What follows belongs to an exercise in optimizing a design on an open flow for small area; a production flow would make more cautious choices.
Where RTL was checked, it was by simulation tests only, not by an equivalence proof against the original.

Setup of main:
==> flow/design.v <==
module ccsds_rx (
    input  wire        clk,
    input  wire        rst,             
    input  wire        in_valid,
    input  wire [7:0]  in_byte,
    input  wire        in_kind,         
    input  wire [8:0]  in_blen,         
    output reg         out_valid,
    output reg  [7:0]  out_byte,
    output reg         out_vc,          
    output reg         done,
    output wire [1:0]  status,          
    output wire        frame_kind,
    output wire [8:0]  frame_len,
    output wire [7:0]  data_len,
    output wire [15:0] ecf,
    output wire        bp_type,
    output wire [6:0]  bp_apid,
    output wire        bp_ecf_flag,
    output wire [3:0]  tf_tfvn,
    output wire [15:0] tf_scid,
    output wire        tf_sdid,
    output wire [5:0]  tf_vcid,
    output wire [3:0]  tf_mapid,
    output wire        tf_end_flag,
    output wire        tf_bypass,
    output wire        tf_command,
    output wire        tf_ocf,
    output wire [2:0]  tf_vc_length,
    output wire [2:0]  tf_constr_rule,
    output wire [4:0]  tf_protocol_id
);
    reg         in_frame;
    reg         kind;
    reg  [8:0]  q;              
    reg  [8:0]  flen;           
    reg  [8:0]  blen;           
    reg         lenerr;
    reg         miss;           
    reg  [1:0]  ph;             
    reg  [15:0] crc;
    reg  [7:0]  h0, h1, h2, h3; 
    reg  [5:0]  h6;             
    reg  [7:0]  hdf;            
    localparam [1:0] PH_BODY = 2'd0, PH_T2 = 2'd1, PH_AFTER = 2'd2;
    wire acc  = in_valid && in_frame;
    wire p0   = (q == 9'd1);
    wire p1   = (q == 9'd2);
    wire p3   = (q == 9'd4);
    wire p4   = (q == 9'd5);
    wire p5   = (q == 9'd6);
    wire p6   = (q == 9'd7);
    wire early = (q[8:2] == 7'd0) && q[1:0] != 2'd3;    
    wire trunc = h3[0];                       
    wire bp_e  = h3[7];                       
    wire [2:0] v = h6[2:0];
    wire [8:0]  qi   = q + 9'd1;
    wire        t1   = (qi == flen) && !early && !(p5 && kind && !trunc) && ph == PH_BODY;
    wire        t2   = (ph == PH_T2);                               
    wire        le   = kind && trunc;
    wire        sel_lo = le ? t1 : t2;
    wire [7:0]  d    = (sel_lo ? crc[7:0] : crc[15:8]) ^ in_byte;
    wire [7:0]  t    = {d[7:4], d[3:0] ^ d[7:4]};
    wire [15:0] crc_next = {crc[7:0], 8'h00} ^ {t[3:0], 12'h000} ^ {3'b000, t, 5'b00000} ^ {8'h00, t};
    wire [7:0] b = in_byte;
    wire [3:0] vq = 4'd8 + {1'b0, v};        
    wire [2:0] vx     = p6 ? b[2:0] : v;
    wire [8:0] dsub   = !kind ? {6'd0, bp_e, !bp_e, 1'b0} : trunc ? 9'd7 : 9'd10 + {6'd0, vx};
    wire [9:0] dl     = {1'b0, flen} - {1'b0, dsub};
    wire       dl_borrow = dl[9];
    reg last, lerr_now, pay, vc;
    always @(*) begin
        last = 1'b0; lerr_now = 1'b0; pay = 1'b0; vc = 1'b0;
        if (p0 ? !in_kind : !kind) begin
            if (p1) begin
                if (b[6:0] < {4'd0, b[7], !b[7], 1'b0} || b[6:0] == 7'd2)
                    last = 1'b1;
                if (b[6:0] < {4'd0, b[7], !b[7], 1'b0})
                    lerr_now = 1'b1;
            end
            if (t2) last = 1'b1;
            pay = !early && !(bp_e && (t1 || t2));
        end else begin
            if (p0 ? (in_blen == 9'd1) : (q == blen)) last = 1'b1;
            if (p0 && in_blen[8:2] == 7'd0) lerr_now = 1'b1;
            if (p3 && (blen[8:3] == 6'd0 && blen[2:0] != 3'd7)) lerr_now = 1'b1;
            if (p3 && b[0] && blen[8] && blen[7:0] != 8'd0) lerr_now = 1'b1;
            if (p4 && !trunc && b[7:1] != 7'd0) lerr_now = 1'b1;
            if (p5 && !trunc && flen[8] && b != 8'd0) lerr_now = 1'b1;
            if (p6 && !trunc && (dl_borrow || flen > blen)) lerr_now = 1'b1;
            if (trunc) begin
                pay = (q[8:3] != 6'd0 || q[2:0] > 3'd5) && ph == PH_BODY && !t1;
            end else if (q[8:3] != 6'd0) begin
                vc  = q[8:4] == 5'd0 && q[3:0] < vq;
                pay = vc || ((q[8:4] != 5'd0 || q[3:0] > vq) && ph == PH_BODY && !t1);
            end
        end
    end
    wire hdr_sh = p0 || p1 || ((p0 ? in_kind : kind) && (q[8:2] == 7'd0 || p3));
    wire df_here = kind && (trunc ? p4 : (q[8:4] == 5'd0 && q[3:0] == vq && q[3]));
    always @(posedge clk) begin
        if (rst) begin
            ph        <= 2'd0;
            in_frame  <= 1'b0;
            out_valid <= 1'b0;
            done      <= 1'b0;
        end else begin
            out_valid <= acc && pay && !lenerr;
            done      <= acc && last;
            if (in_valid && !in_frame) begin
                if (b == 8'h1D && ph == 2'd3) begin
                    in_frame <= 1'b1;
                    ph       <= PH_BODY;
                end else if ((b == 8'hCF && ph == 2'd1) || (b == 8'hFC && ph == 2'd2))
                    ph <= ph + 2'd1;
                else if (b == 8'h1A)
                    ph <= 2'd1;
                else
                    ph <= 2'd0;
            end
            if (acc) begin
                if (t1 || (p1 && !kind && b[6:0] == 7'd3))
                    ph <= PH_T2;
                if (t2)
                    ph <= PH_AFTER;
                if (last) begin
                    in_frame <= 1'b0;
                    ph       <= 2'd0;
                end
            end
        end
        out_byte <= in_byte;
        out_vc   <= vc;
        if (!in_frame) begin
            q      <= 9'd1;
            lenerr <= 1'b0;
            miss   <= 1'b0;
            crc    <= 16'h0000;
        end else if (in_valid) begin
            q <= qi;
            if (p0) begin
                kind <= in_kind;
                blen <= in_blen;
                flen <= in_blen;
            end
            if (hdr_sh) begin
                h3 <= b; h2 <= h3; h1 <= h2; h0 <= h1;
            end
            if (p1 && !kind)
                flen <= {2'b00, b[6:0]};
            if (p4 && kind && !trunc)
                flen[8] <= b[0];
            if (p5 && kind && !trunc)
                flen[7:0] <= b;
            if (p6) h6 <= {b[7:6], b[3:0]};
            if (df_here) hdf <= b;
            if (lerr_now) lenerr <= 1'b1;
            if (ph == PH_BODY && !t1)
                crc <= crc_next;
            if ((t1 || t2) && d != 8'h00)
                miss <= 1'b1;
        end
    end
    wire check = kind || bp_e;
    assign status     = {!lenerr && check && miss, lenerr};
    assign frame_kind = kind;
    assign frame_len  = flen;
    assign ecf        = crc;
    assign data_len   = dl[7:0];
    assign bp_type        = h2[7];
    assign bp_apid        = h2[6:0];
    assign bp_ecf_flag    = h3[7];
    assign tf_tfvn        = h0[7:4];
    assign tf_scid        = {h0[3:0], h1, h2[7:4]};
    assign tf_sdid        = h2[3];
    assign tf_vcid        = {h2[2:0], h3[7:5]};
    assign tf_mapid       = h3[4:1];
    assign tf_end_flag    = h3[0];
    assign tf_bypass      = h6[5];
    assign tf_command     = h6[4];
    assign tf_ocf         = h6[3];
    assign tf_vc_length   = h6[2:0];
    assign tf_constr_rule = hdf[7:5];
    assign tf_protocol_id = hdf[4:0];
endmodule
==> flow/config.mk <==
export PLATFORM = sky130hd
export DESIGN_NAME = ccsds_rx
export DESIGN_NICKNAME = ccsds_rx
export VERILOG_FILES = /design/flow/design.v
export SDC_FILE = /design/flow/constraint.sdc
export NUM_CORES = 4
export LEC_CHECK = 0
export CAP_MARGIN = 20
export CORE_MARGIN = 2
export CORE_UTILIZATION = 40
export SLEW_MARGIN = 20
==> flow/constraint.sdc <==
create_clock -name core_clock -period 6.0 [get_ports {clk}]
set_input_delay 1.2000 -clock core_clock [delete_from_list [all_inputs] [get_ports {clk}]]
set_output_delay 1.2000 -clock core_clock [all_outputs]
set_load 0.01 [all_outputs]
standard.sh (not shown) runs the stock make flow with config.mk's settings and CLKGATE_MAP_FILE= SYNTH_SCRIPT=/design/flow/synth_recipe.tcl, a recipe that flattens the netlist after the stock synthesis.
==> flow/flow/run.sh <==
#!/bin/bash
# Standard layout with these changes: synthesis maps adders with the rest of the
# logic through an area-oriented ABC script (flow/abc.script); the port buffers
# are made of the smallest buffer cell; the clock tree uses clkbuf_8 and no
# dummy loads.
set -euo pipefail
W=$(pwd)
rm -rf "$W/scripts_abc"
cp -r "$FLOW_HOME/scripts" "$W/scripts_abc"
cp "$W/flow/abc.script" "$W/scripts_abc/abc_speed.script"
bash standard.sh SCRIPTS_DIR="$W/scripts_abc" ADDER_MAP_FILE= synth > synth.log 2>&1
bash standard.sh BUFFER_PORTS_ARGS="-buffer_cell sky130_fd_sc_hd__buf_1" \
    CTS_ARGS="-sink_clustering_enable -repair_clock_nets -buf_list sky130_fd_sc_hd__clkbuf_8 -dont_use_dummy_load" \
    finish > layout.log 2>&1
==> flow/flow/abc.script <==
strash
&get -n
&deepsyn -T 30
&dch -f
&nf -R 1000
&put
topo
Inputs modified between main and the feature branch:
--- a/flow/design.v
+++ b/flow/design.v
@@ -56,9 +56,9 @@
     wire [2:0] v = h6[2:0];
     wire [8:0]  qi   = q + 9'd1;
-    wire        t1   = (qi == flen) && !early && !(p5 && kind && !trunc) && ph == PH_BODY;
+    wire        t1   = (qi == flen) && !early && ph == PH_BODY;    
     wire        t2   = (ph == PH_T2);                               
     wire        le   = kind && trunc;
     wire        sel_lo = le ? t1 : t2;
-    wire [7:0]  d    = (sel_lo ? crc[7:0] : crc[15:8]) ^ in_byte;
+    wire [7:0]  d    = in_frame ? (sel_lo ? crc[7:0] : crc[15:8]) ^ in_byte : 8'h00;
     wire [7:0]  t    = {d[7:4], d[3:0] ^ d[7:4]};
     wire [15:0] crc_next = {crc[7:0], 8'h00} ^ {t[3:0], 12'h000} ^ {3'b000, t, 5'b00000} ^ {8'h00, t};
@@ -83,6 +83,5 @@
         end else begin
             if (p0 ? (in_blen == 9'd1) : (q == blen)) last = 1'b1;
-            if (p0 && in_blen[8:2] == 7'd0) lerr_now = 1'b1;
-            if (p3 && (blen[8:3] == 6'd0 && blen[2:0] != 3'd7)) lerr_now = 1'b1;
+            if (p0 && in_blen[8:3] == 6'd0 && in_blen[2:0] != 3'd7) lerr_now = 1'b1;
             if (p3 && b[0] && blen[8] && blen[7:0] != 8'd0) lerr_now = 1'b1;
             if (p4 && !trunc && b[7:1] != 7'd0) lerr_now = 1'b1;
@@ -136,5 +135,5 @@
             lenerr <= 1'b0;
             miss   <= 1'b0;
-            crc    <= 16'h0000;
+            crc    <= crc_next;
         end else if (in_valid) begin
             q <= qi;
==> comparison <==
The feature branch: flow completed, timing, DRC and antenna clean
From main to the feature branch the numbers moved as follows: source-to-sink clock delay at the later pin of the worst-skew pair shows a reduction of 0.02 ns; post-route clock period utilization shows an increase of 3.4 points; non-clock buffer count +1; setup slack went down; via count shows an increase of 28.
Delta (the feature branch minus main): via count normalized by instance count shows an increase of about 3.5%, wire length of the first global-routing pass dropped 0.62%.
Function not checked in the feature branch: the RTL went through the layout flow alone.

re-timing with driven ports:
No port has a modelled driver above. Below, the same layouts with a new extraction and two added sets of constraints.
Step 1: set_driving_cell puts a clkbuf_16 on clk and a buf_2 on each other input, an assumption about the parent block.
Step 2 also shifts input and output timing later by t, the mid clock arrival at the registers, as if the neighbouring blocks saw the same clock.
a / b / c = ideal ports / drivers / drivers and shift; a / b = the first two.
run	t (ns)	setup slack, ns	latest minus earliest clock arrival (ns)	worst slew at a driven data input, ns	pins driven straight from the clock port
main	0.410	0.703 / 0.669 / 1.042	0.042 / 0.042	0.03	1
the feature branch	0.402	0.502 / 0.470 / 0.818	0.028 / 0.028	0.03	1
After both steps setup and hold are still met in every run listed.
